This is an optimization exercise on Yosys and OpenROAD, whose aim is small area, a short achievable clock period and few clock cycles, not a production implementation. Only simulation tests tie the RTL to the original design; equivalence was not proved.

--- flow/config.mk ---
export PLATFORM = sky130hd
export DESIGN_NAME = ssdv_huffdec
export DESIGN_NICKNAME = ssdv_huffdec
export VERILOG_FILES = /design/flow/design.v
export SDC_FILE = /design/flow/constraint.sdc
export NUM_CORES = 4
export LEC_CHECK = 0
export CAP_MARGIN = 20
export CORE_MARGIN = 2
export CORE_UTILIZATION = 40
export PLACE_DENSITY = 0.6
export SLEW_MARGIN = 20
export SYNTH_MEMORY_MAX_BITS = 65536
--- flow/constraint.sdc ---
create_clock -name core_clock -period 8.0 [get_ports {clk}]
set_input_delay 1.6000 -clock core_clock [delete_from_list [all_inputs] [get_ports {clk}]]
set_output_delay 1.6000 -clock core_clock [all_outputs]
set_load 0.01 [all_outputs]
--- flow/design.v ---
module ssdv_huff_dec (
    input  wire [1:0]  tsel,
    input  wire [15:0] w,
    output wire [4:0]  n,
    output wire [3:0]  run,
    output wire [3:0]  size
);
    wire [99:0] m;
    assign m[0] = (tsel == 2'd0) && (w[15:14] == 2'b00);
    assign m[1] = (tsel == 2'd0) && (w[15:13] == 3'b010);
    assign m[2] = (tsel == 2'd0) && (w[15:13] == 3'b011);
    assign m[3] = (tsel == 2'd0) && (w[15:13] == 3'b100);
    assign m[4] = (tsel == 2'd0) && (w[15:13] == 3'b101);
    assign m[5] = (tsel == 2'd0) && (w[15:13] == 3'b110);
    assign m[6] = (tsel == 2'd0) && (w[15:12] == 4'b1110);
    assign m[7] = (tsel == 2'd0) && (w[15:11] == 5'b11110);
    assign m[8] = (tsel == 2'd0) && (w[15:10] == 6'b111110);
    assign m[9] = (tsel == 2'd0) && (w[15:9] == 7'b1111110);
    assign m[10] = (tsel == 2'd0) && (w[15:8] == 8'b11111110);
    assign m[11] = (tsel == 2'd0) && (w[15:7] == 9'b111111110);
    assign m[12] = (tsel == 2'd1) && (w[15:14] == 2'b00);
    assign m[13] = (tsel == 2'd1) && (w[15:14] == 2'b01);
    assign m[14] = (tsel == 2'd1) && (w[15:14] == 2'b10);
    assign m[15] = (tsel == 2'd1) && (w[15:13] == 3'b110);
    assign m[16] = (tsel == 2'd1) && (w[15:12] == 4'b1110);
    assign m[17] = (tsel == 2'd1) && (w[15:11] == 5'b11110);
    assign m[18] = (tsel == 2'd1) && (w[15:10] == 6'b111110);
    assign m[19] = (tsel == 2'd1) && (w[15:9] == 7'b1111110);
    assign m[20] = (tsel == 2'd1) && (w[15:8] == 8'b11111110);
    assign m[21] = (tsel == 2'd1) && (w[15:7] == 9'b111111110);
    assign m[22] = (tsel == 2'd1) && (w[15:6] == 10'b1111111110);
    assign m[23] = (tsel == 2'd1) && (w[15:5] == 11'b11111111110);
    assign m[24] = (tsel == 2'd2) && (w[15:14] == 2'b00);
    assign m[25] = (tsel == 2'd2) && (w[15:14] == 2'b01);
    assign m[26] = (tsel == 2'd2) && (w[15:13] == 3'b100);
    assign m[27] = (tsel == 2'd2) && (w[15:12] == 4'b1010);
    assign m[28] = (tsel == 2'd2) && (w[15:12] == 4'b1011);
    assign m[29] = (tsel == 2'd2) && (w[15:12] == 4'b1100);
    assign m[30] = (tsel == 2'd2) && (w[15:11] == 5'b11010);
    assign m[31] = (tsel == 2'd2) && (w[15:11] == 5'b11011);
    assign m[32] = (tsel == 2'd2) && (w[15:11] == 5'b11100);
    assign m[33] = (tsel == 2'd2) && (w[15:10] == 6'b111010);
    assign m[34] = (tsel == 2'd2) && (w[15:10] == 6'b111011);
    assign m[35] = (tsel == 2'd2) && (w[15:9] == 7'b1111000);
    assign m[36] = (tsel == 2'd2) && (w[15:9] == 7'b1111001);
    assign m[37] = (tsel == 2'd2) && (w[15:9] == 7'b1111010);
    assign m[38] = (tsel == 2'd2) && (w[15:9] == 7'b1111011);
    assign m[39] = (tsel == 2'd2) && (w[15:8] == 8'b11111000);
    assign m[40] = (tsel == 2'd2) && (w[15:8] == 8'b11111001);
    assign m[41] = (tsel == 2'd2) && (w[15:8] == 8'b11111010);
    assign m[42] = (tsel == 2'd2) && (w[15:7] == 9'b111110110);
    assign m[43] = (tsel == 2'd2) && (w[15:7] == 9'b111110111);
    assign m[44] = (tsel == 2'd2) && (w[15:7] == 9'b111111000);
    assign m[45] = (tsel == 2'd2) && (w[15:7] == 9'b111111001);
    assign m[46] = (tsel == 2'd2) && (w[15:7] == 9'b111111010);
    assign m[47] = (tsel == 2'd2) && (w[15:6] == 10'b1111110110);
    assign m[48] = (tsel == 2'd2) && (w[15:6] == 10'b1111110111);
    assign m[49] = (tsel == 2'd2) && (w[15:6] == 10'b1111111000);
    assign m[50] = (tsel == 2'd2) && (w[15:6] == 10'b1111111001);
    assign m[51] = (tsel == 2'd2) && (w[15:6] == 10'b1111111010);
    assign m[52] = (tsel == 2'd2) && (w[15:5] == 11'b11111110110);
    assign m[53] = (tsel == 2'd2) && (w[15:5] == 11'b11111110111);
    assign m[54] = (tsel == 2'd2) && (w[15:5] == 11'b11111111000);
    assign m[55] = (tsel == 2'd2) && (w[15:5] == 11'b11111111001);
    assign m[56] = (tsel == 2'd2) && (w[15:4] == 12'b111111110100);
    assign m[57] = (tsel == 2'd2) && (w[15:4] == 12'b111111110101);
    assign m[58] = (tsel == 2'd2) && (w[15:4] == 12'b111111110110);
    assign m[59] = (tsel == 2'd2) && (w[15:4] == 12'b111111110111);
    assign m[60] = (tsel == 2'd3) && (w[15:14] == 2'b00);
    assign m[61] = (tsel == 2'd3) && (w[15:14] == 2'b01);
    assign m[62] = (tsel == 2'd3) && (w[15:13] == 3'b100);
    assign m[63] = (tsel == 2'd3) && (w[15:12] == 4'b1010);
    assign m[64] = (tsel == 2'd3) && (w[15:12] == 4'b1011);
    assign m[65] = (tsel == 2'd3) && (w[15:11] == 5'b11000);
    assign m[66] = (tsel == 2'd3) && (w[15:11] == 5'b11001);
    assign m[67] = (tsel == 2'd3) && (w[15:11] == 5'b11010);
    assign m[68] = (tsel == 2'd3) && (w[15:11] == 5'b11011);
    assign m[69] = (tsel == 2'd3) && (w[15:10] == 6'b111000);
    assign m[70] = (tsel == 2'd3) && (w[15:10] == 6'b111001);
    assign m[71] = (tsel == 2'd3) && (w[15:10] == 6'b111010);
    assign m[72] = (tsel == 2'd3) && (w[15:10] == 6'b111011);
    assign m[73] = (tsel == 2'd3) && (w[15:9] == 7'b1111000);
    assign m[74] = (tsel == 2'd3) && (w[15:9] == 7'b1111001);
    assign m[75] = (tsel == 2'd3) && (w[15:9] == 7'b1111010);
    assign m[76] = (tsel == 2'd3) && (w[15:8] == 8'b11110110);
    assign m[77] = (tsel == 2'd3) && (w[15:8] == 8'b11110111);
    assign m[78] = (tsel == 2'd3) && (w[15:8] == 8'b11111000);
    assign m[79] = (tsel == 2'd3) && (w[15:8] == 8'b11111001);
    assign m[80] = (tsel == 2'd3) && (w[15:7] == 9'b111110100);
    assign m[81] = (tsel == 2'd3) && (w[15:7] == 9'b111110101);
    assign m[82] = (tsel == 2'd3) && (w[15:7] == 9'b111110110);
    assign m[83] = (tsel == 2'd3) && (w[15:7] == 9'b111110111);
    assign m[84] = (tsel == 2'd3) && (w[15:7] == 9'b111111000);
    assign m[85] = (tsel == 2'd3) && (w[15:7] == 9'b111111001);
    assign m[86] = (tsel == 2'd3) && (w[15:7] == 9'b111111010);
    assign m[87] = (tsel == 2'd3) && (w[15:6] == 10'b1111110110);
    assign m[88] = (tsel == 2'd3) && (w[15:6] == 10'b1111110111);
    assign m[89] = (tsel == 2'd3) && (w[15:6] == 10'b1111111000);
    assign m[90] = (tsel == 2'd3) && (w[15:6] == 10'b1111111001);
    assign m[91] = (tsel == 2'd3) && (w[15:6] == 10'b1111111010);
    assign m[92] = (tsel == 2'd3) && (w[15:5] == 11'b11111110110);
    assign m[93] = (tsel == 2'd3) && (w[15:5] == 11'b11111110111);
    assign m[94] = (tsel == 2'd3) && (w[15:5] == 11'b11111111000);
    assign m[95] = (tsel == 2'd3) && (w[15:5] == 11'b11111111001);
    assign m[96] = (tsel == 2'd3) && (w[15:4] == 12'b111111110100);
    assign m[97] = (tsel == 2'd3) && (w[15:4] == 12'b111111110101);
    assign m[98] = (tsel == 2'd3) && (w[15:4] == 12'b111111110110);
    assign m[99] = (tsel == 2'd3) && (w[15:4] == 12'b111111110111);
    wire any = |m;
    wire [12:0] sh;    
    wire [4:0] sh_n = sh[12:8];
    assign sh[0] = m[1] | m[3] | m[5] | m[7] | m[9] | m[11] | m[13] | m[15] | m[17] | m[19] | m[21] | m[23] | m[24] | m[26] | m[29] | m[30] | m[32] | m[33] | m[34] | m[36] | m[37] | m[38] | m[39] | m[41] | m[44] | m[45] | m[46] | m[48] | m[50] | m[51] | m[52] | m[54] | m[57] | m[61] | m[63] | m[64] | m[66] | m[67] | m[68] | m[71] | m[72] | m[73] | m[74] | m[75] | m[76] | m[79] | m[83] | m[84] | m[85] | m[86] | m[87] | m[88] | m[89] | m[92] | m[95];
    assign sh[1] = m[2] | m[3] | m[6] | m[7] | m[10] | m[11] | m[14] | m[15] | m[18] | m[19] | m[22] | m[23] | m[25] | m[26] | m[31] | m[35] | m[36] | m[39] | m[40] | m[43] | m[48] | m[49] | m[53] | m[57] | m[58] | m[59] | m[62] | m[63] | m[69] | m[70] | m[73] | m[76] | m[77] | m[78] | m[82] | m[88] | m[89] | m[90] | m[93] | m[94] | m[96] | m[97];
    assign sh[2] = m[4] | m[5] | m[6] | m[7] | m[16] | m[17] | m[18] | m[19] | m[28] | m[30] | m[35] | m[39] | m[42] | m[52] | m[56] | m[65] | m[66] | m[69] | m[73] | m[81] | m[92] | m[97] | m[98] | m[99];
    assign sh[3] = m[8] | m[9] | m[10] | m[11] | m[20] | m[21] | m[22] | m[23] | m[47] | m[80] | m[87] | m[96];
    assign sh[4] = m[29] | m[31] | m[33] | m[36] | m[37] | m[41] | m[42] | m[43] | m[45] | m[50] | m[52] | m[53] | m[54] | m[55] | m[57] | m[59] | m[64] | m[68] | m[70] | m[72] | m[75] | m[76] | m[78] | m[81] | m[83] | m[85] | m[89] | m[90] | m[91] | m[92] | m[94] | m[95] | m[97] | m[99];
    assign sh[5] = m[32] | m[33] | m[38] | m[40] | m[41] | m[43] | m[46] | m[48] | m[50] | m[55] | m[56] | m[57] | m[58] | m[59] | m[67] | m[68] | m[74] | m[75] | m[77] | m[78] | m[84] | m[85] | m[88] | m[89] | m[91] | m[93] | m[94] | m[98] | m[99];
    assign sh[6] = m[34] | m[37] | m[38] | m[41] | m[49] | m[51] | m[53] | m[54] | m[55] | m[58] | m[59] | m[71] | m[72] | m[74] | m[75] | m[82] | m[86] | m[90] | m[91] | m[93] | m[94] | m[95];
    assign sh[7] = m[44] | m[45] | m[46] | m[50] | m[51] | m[54] | m[55] | m[79] | m[83] | m[84] | m[85] | m[86] | m[91] | m[95];
    assign sh[8] = m[2] | m[4] | m[13] | m[24] | m[29] | m[31] | m[33] | m[34] | m[35] | m[39] | m[41] | m[42] | m[43] | m[48] | m[50] | m[51] | m[53] | m[55] | m[57] | m[61] | m[62] | m[63] | m[64] | m[65] | m[71] | m[72] | m[76] | m[79] | m[80] | m[81] | m[82] | m[87] | m[88] | m[89] | m[93] | m[94];
    assign sh[9] = m[0] | m[3] | m[4] | m[6] | m[8] | m[10] | m[12] | m[13] | m[15] | m[17] | m[19] | m[21] | m[23] | m[24] | m[26] | m[30] | m[31] | m[32] | m[33] | m[34] | m[36] | m[39] | m[40] | m[43] | m[44] | m[45] | m[46] | m[47] | m[50] | m[51] | m[55] | m[57] | m[58] | m[59] | m[60] | m[61] | m[63] | m[66] | m[67] | m[68] | m[71] | m[72] | m[73] | m[76] | m[77] | m[78] | m[82] | m[83] | m[84] | m[85] | m[86] | m[87] | m[91] | m[96] | m[97];
    assign sh[10] = m[1] | m[2] | m[3] | m[4] | m[7] | m[8] | m[11] | m[14] | m[15] | m[18] | m[19] | m[22] | m[23] | m[25] | m[26] | m[27] | m[29] | m[31] | m[32] | m[33] | m[34] | m[35] | m[39] | m[42] | m[48] | m[49] | m[53] | m[54] | m[57] | m[58] | m[59] | m[62] | m[63] | m[64] | m[67] | m[68] | m[69] | m[71] | m[72] | m[73] | m[81] | m[88] | m[89] | m[90] | m[93] | m[94] | m[95] | m[96];
    assign sh[11] = m[5] | m[6] | m[7] | m[8] | m[16] | m[17] | m[18] | m[19] | m[28] | m[30] | m[35] | m[36] | m[37] | m[38] | m[39] | m[40] | m[41] | m[42] | m[43] | m[44] | m[45] | m[46] | m[48] | m[49] | m[50] | m[51] | m[53] | m[54] | m[55] | m[57] | m[58] | m[59] | m[65] | m[66] | m[69] | m[70] | m[73] | m[74] | m[75] | m[76] | m[77] | m[78] | m[79] | m[81] | m[82] | m[83] | m[84] | m[85] | m[86] | m[88] | m[89] | m[90] | m[91] | m[93] | m[94] | m[95];
    assign sh[12] = m[9] | m[10] | m[11] | m[20] | m[21] | m[22] | m[23] | m[47] | m[52] | m[56] | m[80] | m[87] | m[92] | m[96] | m[97] | m[98] | m[99];
    reg  [12:0] lg;
    always @(*) begin
        case ({tsel[0], w[6:0]})
            8'h00: lg = 13'h1182;
            8'h01: lg = 13'h1182;
            8'h02: lg = 13'h1909;
            8'h03: lg = 13'h1a0a;
            8'h04: lg = 13'h1616;
            8'h05: lg = 13'h1717;
            8'h06: lg = 13'h1818;
            8'h07: lg = 13'h1919;
            8'h08: lg = 13'h1a1a;
            8'h09: lg = 13'h1525;
            8'h0a: lg = 13'h1626;
            8'h0b: lg = 13'h1727;
            8'h0c: lg = 13'h1828;
            8'h0d: lg = 13'h1929;
            8'h0e: lg = 13'h1a2a;
            8'h0f: lg = 13'h1434;
            8'h10: lg = 13'h1535;
            8'h11: lg = 13'h1636;
            8'h12: lg = 13'h1737;
            8'h13: lg = 13'h1838;
            8'h14: lg = 13'h1939;
            8'h15: lg = 13'h1a3a;
            8'h16: lg = 13'h1343;
            8'h17: lg = 13'h1444;
            8'h18: lg = 13'h1545;
            8'h19: lg = 13'h1646;
            8'h1a: lg = 13'h1747;
            8'h1b: lg = 13'h1848;
            8'h1c: lg = 13'h1949;
            8'h1d: lg = 13'h1a4a;
            8'h1e: lg = 13'h1353;
            8'h1f: lg = 13'h1454;
            8'h20: lg = 13'h1555;
            8'h21: lg = 13'h1656;
            8'h22: lg = 13'h1757;
            8'h23: lg = 13'h1858;
            8'h24: lg = 13'h1959;
            8'h25: lg = 13'h1a5a;
            8'h26: lg = 13'h1363;
            8'h27: lg = 13'h1464;
            8'h28: lg = 13'h1565;
            8'h29: lg = 13'h1666;
            8'h2a: lg = 13'h1767;
            8'h2b: lg = 13'h1868;
            8'h2c: lg = 13'h1969;
            8'h2d: lg = 13'h1a6a;
            8'h2e: lg = 13'h1373;
            8'h2f: lg = 13'h1474;
            8'h30: lg = 13'h1575;
            8'h31: lg = 13'h1676;
            8'h32: lg = 13'h1777;
            8'h33: lg = 13'h1878;
            8'h34: lg = 13'h1979;
            8'h35: lg = 13'h1a7a;
            8'h36: lg = 13'h1383;
            8'h37: lg = 13'h1484;
            8'h38: lg = 13'h1585;
            8'h39: lg = 13'h1686;
            8'h3a: lg = 13'h1787;
            8'h3b: lg = 13'h1888;
            8'h3c: lg = 13'h1989;
            8'h3d: lg = 13'h1a8a;
            8'h3e: lg = 13'h1292;
            8'h3f: lg = 13'h1393;
            8'h40: lg = 13'h1494;
            8'h41: lg = 13'h1595;
            8'h42: lg = 13'h1696;
            8'h43: lg = 13'h1797;
            8'h44: lg = 13'h1898;
            8'h45: lg = 13'h1999;
            8'h46: lg = 13'h1a9a;
            8'h47: lg = 13'h12a2;
            8'h48: lg = 13'h13a3;
            8'h49: lg = 13'h14a4;
            8'h4a: lg = 13'h15a5;
            8'h4b: lg = 13'h16a6;
            8'h4c: lg = 13'h17a7;
            8'h4d: lg = 13'h18a8;
            8'h4e: lg = 13'h19a9;
            8'h4f: lg = 13'h1aaa;
            8'h50: lg = 13'h12b2;
            8'h51: lg = 13'h13b3;
            8'h52: lg = 13'h14b4;
            8'h53: lg = 13'h15b5;
            8'h54: lg = 13'h16b6;
            8'h55: lg = 13'h17b7;
            8'h56: lg = 13'h18b8;
            8'h57: lg = 13'h19b9;
            8'h58: lg = 13'h1aba;
            8'h59: lg = 13'h12c2;
            8'h5a: lg = 13'h13c3;
            8'h5b: lg = 13'h14c4;
            8'h5c: lg = 13'h15c5;
            8'h5d: lg = 13'h16c6;
            8'h5e: lg = 13'h17c7;
            8'h5f: lg = 13'h18c8;
            8'h60: lg = 13'h19c9;
            8'h61: lg = 13'h1aca;
            8'h62: lg = 13'h12d2;
            8'h63: lg = 13'h13d3;
            8'h64: lg = 13'h14d4;
            8'h65: lg = 13'h15d5;
            8'h66: lg = 13'h16d6;
            8'h67: lg = 13'h17d7;
            8'h68: lg = 13'h18d8;
            8'h69: lg = 13'h19d9;
            8'h6a: lg = 13'h1ada;
            8'h6b: lg = 13'h11e1;
            8'h6c: lg = 13'h12e2;
            8'h6d: lg = 13'h13e3;
            8'h6e: lg = 13'h14e4;
            8'h6f: lg = 13'h15e5;
            8'h70: lg = 13'h16e6;
            8'h71: lg = 13'h17e7;
            8'h72: lg = 13'h18e8;
            8'h73: lg = 13'h19e9;
            8'h74: lg = 13'h1aea;
            8'h75: lg = 13'h11f1;
            8'h76: lg = 13'h12f2;
            8'h77: lg = 13'h13f3;
            8'h78: lg = 13'h14f4;
            8'h79: lg = 13'h15f5;
            8'h7a: lg = 13'h16f6;
            8'h7b: lg = 13'h17f7;
            8'h7c: lg = 13'h18f8;
            8'h7d: lg = 13'h19f9;
            8'h7e: lg = 13'h1afa;
            8'h80: lg = 13'h0fe1;
            8'h81: lg = 13'h0fe1;
            8'h82: lg = 13'h0fe1;
            8'h83: lg = 13'h0fe1;
            8'h84: lg = 13'h1425;
            8'h85: lg = 13'h1425;
            8'h86: lg = 13'h10f1;
            8'h87: lg = 13'h10f1;
            8'h88: lg = 13'h1717;
            8'h89: lg = 13'h1818;
            8'h8a: lg = 13'h1919;
            8'h8b: lg = 13'h1a1a;
            8'h8c: lg = 13'h1626;
            8'h8d: lg = 13'h1727;
            8'h8e: lg = 13'h1828;
            8'h8f: lg = 13'h1929;
            8'h90: lg = 13'h1a2a;
            8'h91: lg = 13'h1535;
            8'h92: lg = 13'h1636;
            8'h93: lg = 13'h1737;
            8'h94: lg = 13'h1838;
            8'h95: lg = 13'h1939;
            8'h96: lg = 13'h1a3a;
            8'h97: lg = 13'h1343;
            8'h98: lg = 13'h1444;
            8'h99: lg = 13'h1545;
            8'h9a: lg = 13'h1646;
            8'h9b: lg = 13'h1747;
            8'h9c: lg = 13'h1848;
            8'h9d: lg = 13'h1949;
            8'h9e: lg = 13'h1a4a;
            8'h9f: lg = 13'h1353;
            8'ha0: lg = 13'h1454;
            8'ha1: lg = 13'h1555;
            8'ha2: lg = 13'h1656;
            8'ha3: lg = 13'h1757;
            8'ha4: lg = 13'h1858;
            8'ha5: lg = 13'h1959;
            8'ha6: lg = 13'h1a5a;
            8'ha7: lg = 13'h1363;
            8'ha8: lg = 13'h1464;
            8'ha9: lg = 13'h1565;
            8'haa: lg = 13'h1666;
            8'hab: lg = 13'h1767;
            8'hac: lg = 13'h1868;
            8'had: lg = 13'h1969;
            8'hae: lg = 13'h1a6a;
            8'haf: lg = 13'h1373;
            8'hb0: lg = 13'h1474;
            8'hb1: lg = 13'h1575;
            8'hb2: lg = 13'h1676;
            8'hb3: lg = 13'h1777;
            8'hb4: lg = 13'h1878;
            8'hb5: lg = 13'h1979;
            8'hb6: lg = 13'h1a7a;
            8'hb7: lg = 13'h1282;
            8'hb8: lg = 13'h1383;
            8'hb9: lg = 13'h1484;
            8'hba: lg = 13'h1585;
            8'hbb: lg = 13'h1686;
            8'hbc: lg = 13'h1787;
            8'hbd: lg = 13'h1888;
            8'hbe: lg = 13'h1989;
            8'hbf: lg = 13'h1a8a;
            8'hc0: lg = 13'h1292;
            8'hc1: lg = 13'h1393;
            8'hc2: lg = 13'h1494;
            8'hc3: lg = 13'h1595;
            8'hc4: lg = 13'h1696;
            8'hc5: lg = 13'h1797;
            8'hc6: lg = 13'h1898;
            8'hc7: lg = 13'h1999;
            8'hc8: lg = 13'h1a9a;
            8'hc9: lg = 13'h12a2;
            8'hca: lg = 13'h13a3;
            8'hcb: lg = 13'h14a4;
            8'hcc: lg = 13'h15a5;
            8'hcd: lg = 13'h16a6;
            8'hce: lg = 13'h17a7;
            8'hcf: lg = 13'h18a8;
            8'hd0: lg = 13'h19a9;
            8'hd1: lg = 13'h1aaa;
            8'hd2: lg = 13'h12b2;
            8'hd3: lg = 13'h13b3;
            8'hd4: lg = 13'h14b4;
            8'hd5: lg = 13'h15b5;
            8'hd6: lg = 13'h16b6;
            8'hd7: lg = 13'h17b7;
            8'hd8: lg = 13'h18b8;
            8'hd9: lg = 13'h19b9;
            8'hda: lg = 13'h1aba;
            8'hdb: lg = 13'h12c2;
            8'hdc: lg = 13'h13c3;
            8'hdd: lg = 13'h14c4;
            8'hde: lg = 13'h15c5;
            8'hdf: lg = 13'h16c6;
            8'he0: lg = 13'h17c7;
            8'he1: lg = 13'h18c8;
            8'he2: lg = 13'h19c9;
            8'he3: lg = 13'h1aca;
            8'he4: lg = 13'h12d2;
            8'he5: lg = 13'h13d3;
            8'he6: lg = 13'h14d4;
            8'he7: lg = 13'h15d5;
            8'he8: lg = 13'h16d6;
            8'he9: lg = 13'h17d7;
            8'hea: lg = 13'h18d8;
            8'heb: lg = 13'h19d9;
            8'hec: lg = 13'h1ada;
            8'hed: lg = 13'h12e2;
            8'hee: lg = 13'h13e3;
            8'hef: lg = 13'h14e4;
            8'hf0: lg = 13'h15e5;
            8'hf1: lg = 13'h16e6;
            8'hf2: lg = 13'h17e7;
            8'hf3: lg = 13'h18e8;
            8'hf4: lg = 13'h19e9;
            8'hf5: lg = 13'h1aea;
            8'hf6: lg = 13'h12f2;
            8'hf7: lg = 13'h13f3;
            8'hf8: lg = 13'h14f4;
            8'hf9: lg = 13'h15f5;
            8'hfa: lg = 13'h16f6;
            8'hfb: lg = 13'h17f7;
            8'hfc: lg = 13'h18f8;
            8'hfd: lg = 13'h19f9;
            8'hfe: lg = 13'h1afa;
            default: lg = 13'h1f00;
        endcase
    end
    wire is_long = tsel[1] && (w[15:7] == 9'h1ff);
    assign n    = is_long ? lg[12:8] : any ? sh_n : 5'd31;
    assign run  = is_long ? lg[7:4] : sh[7:4];
    assign size = is_long ? lg[3:0] : sh[3:0];
endmodule
module ssdv_huffdec (
    input  wire        clk,
    input  wire        rst,
    input  wire        in_valid,
    output wire        in_ready,
    input  wire        in_start,
    input  wire [7:0]  in_byte,
    output reg         out_valid,
    input  wire        out_ready,
    output reg  [1:0]  out_kind,
    output reg  [1:0]  out_comp,
    output reg  [5:0]  out_k,
    output reg  [11:0] out_val
);
    localparam K_DC = 2'd0, K_AC = 2'd1, K_END = 2'd2;
    reg  [32:0] acc;
    reg  [5:0]  cnt;         
    reg         pend;        
    reg  [1:0]  pmode;
    reg  [1:0]  mode;        
    reg  [1:0]  comp;        
    reg  [1:0]  ycnt;        
    reg         dc;          
    reg  [5:0]  k;           
    reg         endq;        
    assign in_ready = !pend && (cnt <= 6'd25);
    wire take = in_valid && in_ready;
    wire [58:0] ext = {acc, 26'd0};
    wire [25:0] win = ext[cnt +: 26];
    wire [4:0]  n;
    wire [3:0]  run, size;
    ssdv_huff_dec u_dec (.tsel({!dc, comp != 2'd0}), .w(win[25:10]),
                         .n(n), .run(run), .size(size));
    wire        have    = ({1'b0, n} <= cnt);
    wire        out_free = !out_valid || out_ready;
    wire        fire    = have && out_free && !endq;
    wire        apply_start = pend && !have && !endq;
    wire [25:0] mshift = win >> (5'd26 - n);
    wire [10:0] mask   = ~(11'h7ff << size);
    wire [10:0] mb     = mshift[10:0] & mask;
    wire        mpos   = |(mb & ~(mask >> 1));    
    wire [11:0] mval   = (size == 4'd0) ? 12'd0 :
                         mpos ? {1'b0, mb} : ({1'b1, mb | ~mask} + 12'd1);
    wire        is_eob = !dc && (size == 4'd0) && (run == 4'd0);
    wire        is_zrl = !dc && (size == 4'd0) && (run == 4'd15);
    wire [5:0]  pos    = k + {2'd0, run};
    wire [6:0]  k16    = {1'b0, k} + 7'd16;
    wire        last_y = (mode == 2'd0) ? (ycnt == 2'd3) :
                         (mode == 2'd3) ? 1'b1 : (ycnt == 2'd1);
    wire [1:0]  comp_nb = (comp == 2'd0) ? (last_y ? 2'd1 : 2'd0) :
                          (comp == 2'd1) ? 2'd2 : 2'd0;
    wire [1:0]  ycnt_nb = (comp == 2'd0) ? ycnt + 2'd1 : 2'd0;
    wire [5:0]  cnt_dec = fire ? cnt - {1'b0, n} : cnt;
    always @(posedge clk) begin
        if (rst) begin
            cnt       <= 6'd0;
            pend      <= 1'b0;
            mode      <= 2'd0;
            comp      <= 2'd0;
            ycnt      <= 2'd0;
            dc        <= 1'b1;
            k         <= 6'd1;
            endq      <= 1'b0;
            out_valid <= 1'b0;
        end else begin
            if (take) begin
                if (in_start) begin
                    pend  <= 1'b1;
                    pmode <= in_byte[1:0];
                end else begin
                    acc <= {acc[24:0], in_byte};
                end
            end
            if (apply_start) begin
                cnt  <= take && !in_start ? 6'd8 : 6'd0;
                pend <= 1'b0;
                mode <= pmode;
                comp <= 2'd0;
                ycnt <= 2'd0;
                dc   <= 1'b1;
                k    <= 6'd1;
            end else begin
                cnt <= cnt_dec + ((take && !in_start) ? 6'd8 : 6'd0);
            end
            if (out_valid && out_ready) out_valid <= 1'b0;
            if (endq && out_free) begin
                out_valid <= 1'b1;
                out_kind  <= K_END;
                out_k     <= 6'd0;
                out_val   <= 12'd0;
                endq      <= 1'b0;
            end
            if (fire) begin
                if (dc) begin
                    out_valid <= 1'b1;
                    out_kind  <= K_DC;
                    out_comp  <= comp;
                    out_k     <= 6'd0;
                    out_val   <= mval;
                    dc        <= 1'b0;
                    k         <= 6'd1;
                end else if (is_eob || (is_zrl && k16[6])) begin
                    out_valid <= 1'b1;
                    out_kind  <= K_END;
                    out_comp  <= comp;
                    out_k     <= 6'd0;
                    out_val   <= 12'd0;
                    dc        <= 1'b1;
                    comp      <= comp_nb;
                    ycnt      <= ycnt_nb;
                end else if (is_zrl) begin
                    k <= k16[5:0];
                end else begin
                    out_valid <= 1'b1;
                    out_kind  <= K_AC;
                    out_comp  <= comp;
                    out_k     <= pos;
                    out_val   <= mval;
                    k         <= pos + 6'd1;
                    if (pos == 6'd63) begin
                        endq <= 1'b1;
                        dc   <= 1'b1;
                        comp <= comp_nb;
                        ycnt <= ycnt_nb;
                    end
                end
            end
        end
    end
endmodule
--- flow/run.sh ---
#!/bin/bash
# synth_recipe.tcl (not shown) runs the flow's synth.tcl, then flattens the netlist and writes it again
# the make line also repeats each setting of config.mk as NAME=value (left out here)
make -C /OpenROAD-flow-scripts/flow DESIGN_CONFIG=/design/flow/config.mk WORK_HOME=/design/flow/orfs CLKGATE_MAP_FILE= SYNTH_SCRIPT=/design/flow/synth_recipe.tcl finish
==> flow_summary_export.csv <==
group,metric,value,unit
clock_network,cts_htree_levels,3,
yosys,synth_ff_type,"edfxtp_1",
detailed_routing,vias_per_cell,6.986,
yosys,yosysUniqueCellTypes,119,
cells_and_area,antenna_cells,0,
timing,slew_headroom,33.08,%
floorplanning,dieArea,36020,um^2
place,dp_hpwl,54.87,mm
floorplanning,num_rows,68,
yosys,syn_inst,1811,
timing,worst_pin_slew,0.9953,ns
clock_network,path_clk_slew,0.06,ns
clock_network,root_buffer,"clkbuf_16",
min_path,hp-class,"flop to flop",
global_routing,antenna_found_initial,3,
cells_and_area,n_fill_cell,3417,
cells_and_area,area_growth_syn_to_layout,18.81,%
place,gp_congestion,1.035,
setup_path,end_kind,"flop",
cells_and_area,fin_util,47.84,%
clock_network,clk-insertion-delay-late,0.34,ns
timing,timing.final.max_slew_violations,0,
yosys,yosysWarningCount,2,
setup_path,crit_buf_inv,3,
global_routing,grtUsageMet1,47.65,%
clock_network,cts_hold_buffers,0,
timing,fin_crit_sh,96.15,%
yosys,synth_edf_count,57,
setup_path,critPathKind,"flop to flop",
cells_and_area,final_cells,2415,
setup_path,worst_ep_required_time,8.10,ns
timing,fin_ws,0.3077,ns
detailed_routing,antenna_left,0,
global_routing,grt_use_met3,9.906,%
detailed_routing,vias,16870,
detailed_routing,drcViolationCount,0,
global_routing,grt_overflow_total,0,
floorplanning,start_util,40.26,%
clock_network,cts-buffers-inserted,9,
cells_and_area,final_cell_mix,"buf_4, nand2_1, nor2_1",
global_routing,grt_pass1_vias,16255,
yosys,async_flop_share,0,%
detailed_routing,post_drt_wl_per_cell,29.31,um
status,outcome,"timing/DRC/antenna clean",
setup_path,crit_fanout,21,
place,placedCellCount,2396,
cells_and_area,layout_commonest_cell,"buf_4",
floorplanning,core_area,34290,um^2
timing,finalSetupTns,0,ns
global_routing,global_route.usage.met2,62.47,%
clock_network,clockBufferDepth,2,
global_routing,grt_first_pass_wirelength,105.6,mm
timing,finalHoldViolations,0,
setup_path,startpoint_type,"flop",
detailed_routing,finalWirelength,70.77,mm
global_routing,top_usage_layer,"met2",
timing,hold_slack,0.4830,ns
global_routing,grt_max_degree,34,
run,maxCapViolCount,0,
cells_and_area,drive_gt1_share,20.87,%
timing,min_period,7.692,ns
setup_path,cp_top_family,"compound AO/OA/AOI/OAI gates",
setup_path,cp_slowest_stage_delay,0.51,ns
yosys,synthesis.nets,1861,
floorplanning,die_y,189.8,um
place,place_ws,0.2264,ns
timing,setup_viol,0,
floorplanning,boundaryPins,37,
setup_path,cp_data_arrival_time,7.79,ns
yosys,synthesis.area,13810,um^2
cells_and_area,nets,2005,
clock_network,clock_sinks,79,
timing,skew,0.01073,ns
timing,max_freq,130.0,MHz
timing,rsz0062_at_grt,"false",
yosys,seq_area_frac_synth,15.59,%
global_routing,track_usage,38.82,%
floorplanning,dieWidth,189.8,um
place,port_buffers,36,
setup_path,cpMaxStageDelayCell,"mux4_2",
detailed_routing,dr.pass1.iters,8,
yosys,syn-mean-instance-area,7.623,um^2
clock_network,cts_tree,"built",
yosys,synth-seq-cells,79,
detailed_routing,drt_iter0_markers,2329,
[through the flow]
step                      area, um^2
after detailed placement       16070
after global placement         16070
after CTS                      16340
final                          16400
after global routing           16400
after floorplan                13810
[tightest hold or removal path, stage by stage, from the launching register on]
cell and delay [ns]:
edfxtp_1 0.32, mux2i_1 0.06, nor2_1 0.07
[cell families after synthesis]
| logic type | after synthesis | share of synthesized area [%] |
|---|---|---|
| flip-flops | 79 | 15.59 |
| buffers and inverters | 200 | 6.371 |
| XOR/XNOR | 26 | 1.840 |
| multiplexers | 151 | 14.49 |
| AND/OR/NAND/NOR | 707 | 26.19 |
| AO/OA/AOI/OAI | 611 | 32.06 |
| adder cells (fa/ha/maj) | 37 | 3.462 |
[what timing repair did]
| item | in CTS | in global routing |
|---|---|---|
| resized for setup | 0 | 10 |
| endpoints found under the setup margin | 0 | 15 |
| setup buffers | 0 | 3 |
[area by class of cell]
class,instances,area [um^2],area share [%]
clock inverters,5,33.78,0.2060
multi-input cells,1532,10850,66.14
repair buffers,290,2390,14.57
flip-flops and latches,79,2165,13.20
clock buffers,11,232.7,1.419
inverters,43,163.9,0.9993
well taps,455,569.3,3.471
[routing by layer]
metal	vias up	wire length, um
met3	296	7043
met5	-	40
met4	6	4560
li1	7364	-
met2	1110	31690
met1	8094	27440
[flip-flops by register name (all words and copies together) (netlist names), named ones only]
name and flops:
endq 1, mode 2, k 6, dc 1, out_valid 1, pmode 2, out_val 12, pend 1
comp 2, ycnt 2, acc 33, out_comp 2, out_k 6, cnt 3, out_kind 2
[Yosys cell counts, types with 11 or more instances]
cell        n  area share, %
inv_1      38            1.0
mux4_2     34            5.5
and3_1     21           0.95
o21a_1     13           0.71
or4_1      12           0.65
ha_1       35            3.2
xnor2_1    16            1.0
nand2_1   183            5.0
a21oi_1   112            4.1
dfxtp_1    22            3.2
o22ai_1    33            1.5
or3_1      25            1.1
o221ai_1   11           0.70
o211ai_1   31            1.7
nor2_1    159            4.3
buf_2      41            1.5
a221oi_1   12           0.76
edfxtp_1   57             12
nand4_1    24            1.1
nand2b_1   25            1.1
a21o_1     18           0.98
nor4_1     28            1.3
or2_2      11           0.50
a31oi_1    31            1.4
o21ai_0   101            3.7
o31ai_1    17           0.92
a211oi_1   34            1.8
a22o_1     12           0.76
clkbuf_1   94            2.6
and2_1     12           0.54
mux2_2     33            2.7
nand3_1    75            2.7
nor2b_1    16           0.73
mux2i_1    75            5.4
nor3_1     57            2.1
a22oi_1    14           0.76
[worst paths after layout]
kind / endpoint / slack, ns / from / cells past startpoint
worst max-delay path: out_val[10]$_DFFE_PN_ / 0.31 / flop / 27
worst min-delay path: mode[0]$_SDFFE_PP0P_ / 0.48 / pmode[0]$_DFFE_PP_ / 2
worst max register to register: out_val[10]$_DFFE_PN_ / 0.31 / flop / 27
worst min register to register: mode[0]$_SDFFE_PP0P_ / 0.48 / pmode[0]$_DFFE_PP_ / 2
Testbench counts, summed over its fixed seeds: cycles 11,704.

## what the ideal ports hide
How much do the figures lean on ideal ports? The routed layout below was timed once more, with nothing changed but the port constraints.
Step 1 (the two cells are an assumption about what drives the block):
set clk [get_ports {clk}]
set_driving_cell -lib_cell sky130_fd_sc_hd__clkbuf_16 $clk
set_driving_cell -lib_cell sky130_fd_sc_hd__buf_2 [delete_from_list [all_inputs] $clk]
Step 2 adds t to the input delays and takes it off the output delays; t is the mean of the earliest and latest rising clock arrival at the registers after step 1. Input paths then give back, and output paths get back, about the clock's delay inside the block.
a / b / c = no drivers / after step 1 / after step 2; a / b = the first two.
t (ns): 0.390
setup WS [ns]: 0.308 / 0.308 / 0.308
hold WS [ns]: 0.483 / 0.483 / 0.483
After both steps this run still meets setup and hold. For this run, drivers alone change the setup slack by 0.000 ns; drivers and shift together by 0.000 ns.
